What follows belongs to an exercise in optimizing a design on an open flow for small area, a short achievable clock period and few clock cycles; a production flow would make more cautious choices.
RTL that was checked went through simulation tests only; none was proved equivalent to the original.
No activity file was given, so power comes from the tool's default toggle rates.

Design ledgrid_sync, start of the top module:
module ledgrid_sync (
    input  wire        clk,
    input  wire        rst,
    input  wire        sel_n,
    input  wire        rx_valid,
    input  wire [7:0]  rx_data,
    output wire        render_req,
    output wire [7:0]  render_bright,
    input  wire [4:0]  pix_addr,
    output wire [23:0] pix_data,
    input  wire        render_done,
    input  wire [31:0] render_dur,
    output wire        busy,
    output reg         status,
    output reg         debug,
    output reg  [31:0] txn_count,
    output reg  [31:0] frame_count,
    output reg  [31:0] malformed_count,
    output reg  [31:0] zpay_count,
    output reg  [31:0] last_render_dur
);
Size in the first run: roughly 250 I/O pins, ~0.052 mm² of cells after synthesis.
Settings: LEC_CHECK=0, CAP_MARGIN=20, CORE_MARGIN=2, CORE_UTILIZATION=60, SETUP_SLACK_MARGIN=5, SLEW_MARGIN=20, SYNTH_HIERARCHICAL=1, SYNTH_MINIMUM_KEEP_SIZE=0; clock period 12.0 ns.
standard.sh (not shown) runs the stock make flow with config.mk's settings and CLKGATE_MAP_FILE= SYNTH_SCRIPT=/design/flow/synth_recipe.tcl, a recipe that flattens the netlist after the stock synthesis.
==> flow/flow/run.sh <==
#!/bin/bash
# Own layout flow: the standard ORFS flow (standard.sh), with two changes to
# how the layout is made:
#  - the port buffers are plain sky130_fd_sc_hd__buf_1 cells (the resizer still
#    upsizes them where timing needs it) instead of the delay-cell buffers
#    buffer_ports picks by default;
#  - clock tree synthesis clusters up to 25 sinks per leaf buffer and inserts no
#    dummy loads.
# make's full output goes to flow_make.log in the work folder; ORFS keeps each
# step's own log under orfs/logs.
set -euo pipefail
bash standard.sh \
  "BUFFER_PORTS_ARGS=-buffer_cell sky130_fd_sc_hd__buf_1" \
  "CTS_ARGS=-sink_clustering_enable -repair_clock_nets -sink_clustering_size 25 -sink_clustering_max_diameter 100 -dont_use_dummy_load" \
  "SETUP_SLACK_MARGIN=5.8" \
  finish > flow_make.log 2>&1
Testbench counts at the start, summed over its fixed seeds: cycles 21,798.
Rerun with:
--- a/flow/design.v
+++ b/flow/design.v
@@ -75,35 +75,43 @@
     wire [4:0] xi_s1 = xi - len1;
     wire [4:0] xi_s2 = xi - len2;
     wire [4:0] xi_s3 = xi - len3;
     wire [2:0] xi_strip = xi_g3 ? 3'd3 : xi_g2 ? 3'd2 : xi_g1 ? 3'd1 : 3'd0;
     wire [2:0] xi_off   = xi_g3 ? xi_s3[2:0] : xi_g2 ? xi_s2[2:0] :
                           xi_g1 ? xi_s1[2:0] : xi[2:0];
     wire       xi_oob   = (rx_data[7:5] != 3'd0) || (xi >= total);
     wire data_ph = (o_pix && nb >= 7'd3) || (o_rng && nb >= 7'd4) || (o_all && !b0);
     wire in_grid = (w_strip < cfg_strips);
     wire step    = take && data_ph && (w_left != 5'd0);
     wire wr      = step && !oob && in_grid;
+    wire [3:0]           pix_lo_n;
+    wire [5:0]           pix_hi_n;
     wire [NSLOTS-1:0]    pix_hit [0:2];
     wire [23:0]          pix_sel;
     wire [NSLOTS*24-1:0] fb_flat;
     genvar gq;
+    ledgrid_sync_pixpre u_pixpre (
+        .pix_addr (pix_addr),
+        .lo_n     (pix_lo_n),
+        .hi_n     (pix_hi_n)
+    );
     generate
         for (gq = 0; gq < NSLOTS; gq = gq + 1) begin : g_fb
             assign fb_flat[gq*24 +: 24] = fb[gq];
         end
-        for (gq = 0; gq < 3; gq = gq + 1) begin : g_dec
-            ledgrid_sync_pixdec u_pixdec (
-                .pix_addr (pix_addr),
-                .blank    (blank),
-                .hit      (pix_hit[gq])
+        for (gq = 0; gq < 3; gq = gq + 1) begin : g_hit
+            ledgrid_sync_pixhit u_pixhit (
+                .lo_n  (pix_lo_n),
+                .hi_n  (pix_hi_n),
+                .blank (blank),
+                .hit   (pix_hit[gq])
             );
         end
     endgenerate
     ledgrid_sync_pixsel u_pixsel (
         .hit_b0   (pix_hit[0]),
         .hit_b1   (pix_hit[1]),
         .hit_b2   (pix_hit[2]),
         .fb_flat  (fb_flat),
         .pix_data (pix_sel)
     );
     assign render_bright = bright;
@@ -276,34 +284,28 @@
                     if (nb >= 7'd5)
                         debug <= n_dbg;
                     for (p = 0; p < NSLOTS; p = p + 1)
                         if (!((p / MAX_LEDS) < n_strips && (p % MAX_LEDS) < n_len))
                             blank[p] <= 1'b1;
                     rend <= 1'b1;
                 end
             end
         end
     end
 endmodule
-module ledgrid_sync_pixdec (
-    input  wire [4:0]  pix_addr,
+module ledgrid_sync_pixhit (
+    input  wire [3:0]  lo_n,
+    input  wire [5:0]  hi_n,
     input  wire [23:0] blank,
     output wire [23:0] hit
 );
-    wire [3:0] lo_n;
-    wire [5:0] hi_n;
-    ledgrid_sync_pixpre u_pre (
-        .pix_addr (pix_addr),
-        .lo_n     (lo_n),
-        .hi_n     (hi_n)
-    );
     genvar q;
     generate
         for (q = 0; q < 24; q = q + 1) begin : g_hit
             assign hit[q] = ~(lo_n[q % 4] | hi_n[q / 4] | blank[q]);
         end
     endgenerate
 endmodule
 module ledgrid_sync_pixpre (
     input  wire [4:0] pix_addr,
     output wire [3:0] lo_n,
     output wire [5:0] hi_n
Die area stays flat.
Worst hold slack improved by 0.0083 ns.
Non-clock buffer count is higher by 55.
Worst setup slack gains 0.038 ns.
Clock-buffer cell count stays the same.
Area after synthesis hardly moves.
First-iteration DRC count went up by roughly a tenth.
Total power stays flat.
Only the layout flow was run in the second run of this note; the RTL was not checked for function there.

* * *

## job 101
Another version of the RTL of ledgrid_sync (not shown whole).
Size in the first run: about 3300 cells after synthesis, ~250 I/O pins.
==> flow/config.mk <==
export PLATFORM = sky130hd
export DESIGN_NAME = ledgrid_sync
export DESIGN_NICKNAME = ledgrid_sync
export VERILOG_FILES = /design/flow/design.v
export SDC_FILE = /design/flow/constraint.sdc
export NUM_CORES = 4
export LEC_CHECK = 0
export CAP_MARGIN = 20
export CORE_MARGIN = 2
export CORE_UTILIZATION = 60
export SETUP_SLACK_MARGIN = 5
export SLEW_MARGIN = 20
export SYNTH_HIERARCHICAL = 1
export SYNTH_MINIMUM_KEEP_SIZE = 0
==> flow/constraint.sdc <==
create_clock -name core_clock -period 12.0 [get_ports {clk}]
set_input_delay 2.4000 -clock core_clock [delete_from_list [all_inputs] [get_ports {clk}]]
set_output_delay 2.4000 -clock core_clock [all_outputs]
set_load 0.01 [all_outputs]
==> flow/flow/run.sh <==
#!/bin/bash
# Own layout flow: the standard ORFS flow (standard.sh), with two changes to
# how the layout is made:
#  - the port buffers are plain sky130_fd_sc_hd__buf_1 cells (the resizer still
#    upsizes them where timing needs it) instead of the delay-cell buffers
#    buffer_ports picks by default;
#  - clock tree synthesis clusters up to 25 sinks per leaf buffer and inserts no
#    dummy loads.
# make's full output goes to flow_make.log in the work folder; ORFS keeps each
# step's own log under orfs/logs.
set -euo pipefail
bash standard.sh \
  "BUFFER_PORTS_ARGS=-buffer_cell sky130_fd_sc_hd__buf_1" \
  "CTS_ARGS=-sink_clustering_enable -repair_clock_nets -sink_clustering_size 25 -sink_clustering_max_diameter 100 -dont_use_dummy_load" \
  "SETUP_SLACK_MARGIN=6.5" \
  finish > flow_make.log 2>&1
Testbench counts of job 101, summed over its fixed seeds: cycles 21,798.
### job 101 -> job 102
--- a/flow/design.v
+++ b/flow/design.v
@@ -108,19 +108,19 @@
     integer p;
     always @(posedge clk) begin
         for (p = 0; p < NSLOTS; p = p + 1) begin
             if (wr && w_strip == p / MAX_LEDS && w_off == p % MAX_LEDS) begin
                 if (w_comp == 2'd0) stg[p][23:16] <= rx_data;
                 if (w_comp == 2'd1) stg[p][15:8]  <= rx_data;
                 if (w_comp == 2'd2) stg[p][7:0]   <= rx_data;
             end
         end
-        if (!rst && publish && ok && (o_pix || o_rng || o_all)) begin
+        if (!rst && publish && ok) begin
             for (p = 0; p < NSLOTS; p = p + 1)
                 if (pend[p])
                     fb[p] <= stg[p];
         end
     end
     always @(posedge clk) begin
         if (rst) begin
             sel_q           <= 1'b1;
             armed           <= 1'b0;
@@ -250,24 +250,22 @@
                 pend <= {NSLOTS{1'b0}};
             if (publish) begin
                 txn_count <= txn_count + 32'd1;
                 if (nb != 7'd1 && !por)
                     zpay_count <= zpay_count + 32'd1;
                 if (malformed)
                     malformed_count <= malformed_count + 32'd1;
                 if (o_ka)
                     status <= ~status;
-                if (ok && (o_pix || o_rng))
+                if (ok)
                     blank <= blank & ~pend;
-                if (ok && o_all) begin
-                    blank <= ~pend;
+                if (ok && o_all)
                     rend  <= 1'b1;
-                end
                 if (o_ren)
                     rend <= 1'b1;
                 if (o_clr) begin
                     blank <= {NSLOTS{1'b1}};
                     rend  <= 1'b1;
                 end
                 if (ok && o_cfg) begin
                     cfg_strips <= n_strips;
                     cfg_len    <= n_len;
@@ -289,18 +287,38 @@
 );
     integer q;
     always @(*)
         for (q = 0; q < 24; q = q + 1)
             hit[q] = (pix_addr == q) && !blank[q];
 endmodule
 module ledgrid_sync_pixsel (
     input  wire [23:0]  hit,
     input  wire [575:0] fb_flat,
-    output reg  [23:0]  pix_data
+    output wire [23:0]  pix_data
+);
+    wire [23:0] part_n [0:2];
+    genvar g;
+    generate
+        for (g = 0; g < 3; g = g + 1) begin : g_grp
+            ledgrid_sync_pixgrp u_grp (
+                .hit    (hit[g*8 +: 8]),
+                .fb8    (fb_flat[g*192 +: 192]),
+                .part_n (part_n[g])
+            );
+        end
+    endgenerate
+    assign pix_data = ~(part_n[0] & part_n[1] & part_n[2]);
+endmodule
+module ledgrid_sync_pixgrp (
+    input  wire [7:0]   hit,
+    input  wire [191:0] fb8,
+    output reg  [23:0]  part_n
 );
     integer q;
+    reg [23:0] acc;
     always @(*) begin
-        pix_data = 24'd0;
-        for (q = 0; q < 24; q = q + 1)
-            pix_data = pix_data | ({24{hit[q]}} & fb_flat[q*24 +: 24]);
+        acc = 24'd0;
+        for (q = 0; q < 8; q = q + 1)
+            acc = acc | ({24{hit[q]}} & fb8[q*24 +: 24]);
+        part_n = ~acc;
     end
 endmodule
### Flow results
Delta (job 102 minus job 101): area growth from synthesis to layout shows a reduction of 1.8 points, deepest level of the CTS H-tree essentially unchanged, proportion of cell area spent on the clock network comparable, synthesized area comparable, sum of buffers and inverters on the critical path went down 1.
Wire length after detailed routing | job 102 below job 101
Testbench counts of job 102, summed over its fixed seeds: cycles 21,798.

-- static timing again, ports no longer ideal --
No port has a modelled driver above. Below, the same layouts with a new extraction and two added sets of constraints. Step 1, drivers: a clkbuf_16 drives clk and a buf_2 each remaining input, both assumed. Step 2, shift: input delay + t, output delay - t, t = (earliest + latest rising clock arrival at the registers) / 2. This alone moves slack from input paths to output paths. a / b / c = ideal ports / drivers / drivers and shift; a / b = the first two.
run	t (ns)	setup slack, ns	worst setup path at the end	slew at the worst register clock pin (ns)
the first run of note 1	0.701	5.490 / 5.366 / 5.366	input to output	0.10 / 0.10
the second run of note 1	0.693	5.528 / 5.435 / 5.435	input to output	0.10 / 0.10
job 101	0.689	5.280 / 5.199 / 5.199	input to output	0.10 / 0.10
job 102	0.682	5.431 / 5.322 / 5.322	input to output	0.10 / 0.10
After both steps every run listed still meets setup and hold. For the first run of note 1, which loses most, drivers alone change the setup slack by -0.124 ns; drivers and shift together by -0.124 ns.
